What follows belongs to an exercise in optimizing a design on an open flow for a short achievable clock period; a production flow would make more cautious choices. RTL that was checked went through simulation tests only; none was proved equivalent to the original. No driver is modelled on the clock port, so clock power and skew are understated where the tree is cut down; a real chip needs a root buffer or a tree. Power figures rest on the tool's default switching activity, not on a simulated workload.

// midi4cx3_core
module midi4cx3_core (
    input  wire       clk,
    input  wire       rst,         
    input  wire       scan_clk,    
    input  wire       scan_data,   
    input  wire       scan_sync,   
    input  wire       pedal,       
    input  wire       tx_ready,    
    output reg  [7:0] tx_data,
    output reg        tx_wr
);
clock: 8.0 ns
lec_check: 0
cap_margin: 20
core_margin: 2
core_utilization: 40
slew_margin: 20
synth_hierarchical: 1
standard.sh (not shown) runs the stock make flow with config.mk's settings and CLKGATE_MAP_FILE= SYNTH_SCRIPT=/design/flow/synth_recipe.tcl, a recipe that flattens the netlist after the stock synthesis.
==> flow/flow/run.sh <==
#!/bin/bash
set -euo pipefail
export MARGIN=${MARGIN:-6}
export LEAF_CELL=sky130_fd_sc_hd__clkinv_8 LEAF_MAX=24 MID_CELL=sky130_fd_sc_hd__clkinv_16
export RES=$PWD/orfs/results/sky130hd/midi4cx3_core/base
export FLOWDIR=$PWD/flow
bash standard.sh SETUP_SLACK_MARGIN=$MARGIN place > make_place.log 2>&1
openroad -no_init -exit flow/cts.tcl > cts.log 2>&1
bash standard.sh SETUP_SLACK_MARGIN=$MARGIN finish > make_finish.log 2>&1
Other scripts of this flow, unchanged in this note and not shown: flow/flow/clock_tree.tcl, flow/flow/cts.tcl
==> next run, changes <==
--- a/flow/design.v
+++ b/flow/design.v
@@ -92,35 +92,36 @@
     wire kc_d0     = svc_en_k & ev_ne_k & ~p64_k & ~(vk_k & old_k);
     wire kc_d1     = svc_en_k & ev_ne_k & ~p64_k & ~(vk_k & ~old_k);
     wire tx;
     midi4cx3_tx sched (
         .rst(rst), .c(scan_clk), .d(scan_data), .s(scan_sync), .r(tx_ready),
         .svc_en(svc_en_k), .ks_any(ks_any), .ks_s0(ks_s0), .kc_d0(kc_d0), .kc_d1(kc_d1),
         .tx(tx)
     );
-    wire [NS-1:0] rd_nk = {rd_k[NS-2:0], rd_k[NS-1]};
+    wire [NS-1:0] rd_n1 = {rd[NS-2:0], rd[NS-1]};
     reg       ha_ped, ha_v, hb_ped, hb_v;
     reg [6:0] ha_b1, hb_b1;
     always @(*) begin
         ha_ped = 1'b0; ha_v = 1'b0; ha_b1 = 7'd0;
         hb_ped = 1'b0; hb_v = 1'b0; hb_b1 = 7'd0;
         for (i = 0; i < NS; i = i + 1) begin
-            ha_ped = ha_ped | (rd_k[i] & m_ped[i]);
-            ha_v   = ha_v   | (rd_k[i] & m_v[i]);
-            ha_b1  = ha_b1  | ({7{rd_k[i]}} & m_b1[i]);
-            hb_ped = hb_ped | (rd_nk[i] & m_ped[i]);
-            hb_v   = hb_v   | (rd_nk[i] & m_v[i]);
-            hb_b1  = hb_b1  | ({7{rd_nk[i]}} & m_b1[i]);
+            ha_ped = ha_ped | (rd[i] & m_ped[i]);
+            ha_v   = ha_v   | (rd[i] & m_v[i]);
+            ha_b1  = ha_b1  | ({7{rd[i]}} & m_b1[i]);
+            hb_ped = hb_ped | (rd_n1[i] & m_ped[i]);
+            hb_v   = hb_v   | (rd_n1[i] & m_v[i]);
+            hb_b1  = hb_b1  | ({7{rd_n1[i]}} & m_b1[i]);
         end
     end
+    wire       rmove = radv | radv_k;
     wire [2:0] off_tk = tx_wr ? {off_k[1:0], off_k[2]} : off_k;
-    wire       h_ped = radv_k ? hb_ped : ha_ped;
-    wire       h_v   = radv_k ? hb_v   : ha_v;
-    wire [6:0] h_b1  = radv_k ? hb_b1  : ha_b1;
+    wire       h_ped = rmove ? hb_ped : ha_ped;
+    wire       h_v   = rmove ? hb_v   : ha_v;
+    wire [6:0] h_b1  = rmove ? hb_b1  : ha_b1;
     wire [7:0] b0 = {1'b1, 1'b0, h_ped, h_ped | h_v, 4'h0};
     wire [7:0] b1 = {1'b0, h_b1};
     wire [7:0] b2 = h_ped ? {1'b0, {7{h_v}}} : {1'b0, h_v, 6'd0};
     wire [7:0] hbyte = ({8{off_tk[0]}} & b0) | ({8{off_tk[1]}} & b1) | ({8{off_tk[2]}} & b2);
     wire [6:0] note_k = pos_k[5] ? (7'd35 - {pos_k[5:0], 1'b0})      
                                  : (7'd98 - {pos_k[5:0], 1'b0});     
     wire [6:0] b1_k   = p64_k ? 7'h40 : note_k;
     wire [NS-1:0] wr_effk = wadv_k ? {wr_k[NS-2:0], wr_k[NS-1]} : wr_k;
After rerunning: The changed run finished with timing, DRC and antenna clean. Maximum frequency climbs by 8.3%. Design area drops by 3.9%. Hold slack is worse by 5.7 ps. Cell count drops by 4.1%. Sequential share of layout area climbs by 2.4 points. Power drops by 0.39%. Synthesized cell count drops by 3.5%. Clock skew drops by 7.2 ps. Routed wire length drops by 6.6%. Register-to-register slack is better by 190 ps.
No run of this note included a check of the RTL's function; only the layout flow was run. In every run of this note, the design's own scripts or RTL, not TritonCTS, make the clock network.

---

midi4cx3_core, a different RTL version from the one above (not shown whole).
For scale: about 1100 cells after synthesis, ~370 flip-flops, roughly 16 I/O pins, roughly 0.015 sq mm of cells after synthesis.
export LEC_CHECK = 0
export CAP_MARGIN = 20
export CORE_MARGIN = 2
export CORE_UTILIZATION = 40
export SLEW_MARGIN = 20
export SYNTH_HIERARCHICAL = 1
create_clock -name core_clock -period 8.0 [get_ports {clk}]
==> flow/flow/run.sh <==
#!/bin/bash
set -euo pipefail
export MARGIN=5.9
export LEAF_CELL=sky130_fd_sc_hd__clkinv_8 LEAF_MAX=24 MID_CELL=sky130_fd_sc_hd__clkinv_16
export RES=$PWD/orfs/results/sky130hd/midi4cx3_core/base
export FLOWDIR=$PWD/flow
bash standard.sh SETUP_SLACK_MARGIN=$MARGIN place > make_place.log 2>&1
openroad -no_init -exit flow/cts.tcl > cts.log 2>&1
bash standard.sh SETUP_SLACK_MARGIN=$MARGIN finish > make_finish.log 2>&1
Other scripts of this flow, unchanged in this note and not shown: flow/flow/clock_tree.tcl, flow/flow/cts.tcl
Then changed:
--- a/flow/design.v
+++ b/flow/design.v
@@ -120,14 +120,15 @@
     wire [7:0] b0 = {1'b1, 1'b0, h_ped, h_ped | h_v, 4'h0};
     wire [7:0] b1 = {1'b0, h_b1};
     wire [7:0] b2 = h_ped ? {1'b0, {7{h_v}}} : {1'b0, h_v, 6'd0};
     wire [7:0] hbyte = ({8{off_tk[0]}} & b0) | ({8{off_tk[1]}} & b1) | ({8{off_tk[2]}} & b2);
     wire [6:0] note_k = pos_k[5] ? (7'd35 - {pos_k[5:0], 1'b0})      
                                  : (7'd98 - {pos_k[5:0], 1'b0});     
     wire [6:0] b1_k   = p64_k ? 7'h40 : note_k;
+    wire [NS-1:0] wr_effk = wadv_k ? {wr_k[NS-2:0], wr_k[NS-1]} : wr_k;
     always @(posedge clk) begin
         i_rst <= rst;
         i_c   <= scan_clk;
         i_d   <= scan_data;
         i_s   <= scan_sync;
         i_p   <= pedal;
         i_r   <= tx_ready;
@@ -156,15 +157,15 @@
         if (rot)
             ring <= {last_d, ring[63:1]};
         tx_wr   <= tx;
         tx_data <= hbyte;
     end
     always @(posedge clk) begin
         for (i = 0; i < NS; i = i + 1) begin
-            if (wr_k[i] & svc_en_k) begin
+            if (wr_effk[i]) begin
                 m_ped[i] <= p64_k;
                 m_b1[i]  <= b1_k;
             end
             if (wr_k[i])
                 m_v[i] <= m_ped[i] ? i_p : i_d;
         end
     end
Outcome:
- core utilization came out higher by 0.51 points
- cell count came out higher by 1.9%
- worst setup slack got worse by 36 ps
- die area came out higher by 0.60%
- area after synthesis came out higher by 0.61%
- maximum frequency came out lower by 1.6%
- routed wire length came out higher by 4.2%
- sequential share of layout area came out lower by 1.6 points
- clock skew is about the same
No functional check of the RTL was part of the second run of this note. In every run of this note, the design's own scripts or RTL, not TritonCTS, make the clock network.

[re-timing with driven ports]
Ports are ideal in the flow. The routed layouts listed here were re-timed in OpenROAD.
Step 1: set_driving_cell puts a clkbuf_16 on clk and a buf_2 on each other input, an assumption about the parent block.
Step 2 moves the port delays by t, midway between the first and last clock arrival at a register: inputs arrive t later, outputs are due t later. That takes back most of the time a late clock gives input paths.
a / b / c = ideal / step 1 / step 2; a / b = the first two.
| run | t (ns) | setup slack, ns | hold WS [ns] | worst setup path after step 2 | worst register clock-pin slew, ns |
|---|---|---|---|---|---|
| the first run of note 1 | 0.417 | 5.498 / 5.423 / 5.498 | 0.419 / 0.420 / 0.420 | register to register | 0.10 / 0.10 |
| the second run of note 1 | 0.417 | 5.690 / 5.480 / 5.669 | 0.414 / 0.414 / 0.414 | input to register | 0.10 / 0.10 |
| the first run of note 2 | 0.416 | 5.737 / 5.495 / 5.710 | 0.409 / 0.409 / 0.409 | input to register | 0.09 / 0.10 |
| the second run of note 2 | 0.408 | 5.701 / 5.463 / 5.685 | 0.413 / 0.413 / 0.413 | input to register | 0.09 / 0.09 |
After both steps every run listed still meets setup and hold. The setup slack of the first run of note 2, which loses most, moves by -0.242 ns with the drivers and by -0.027 ns with both steps.
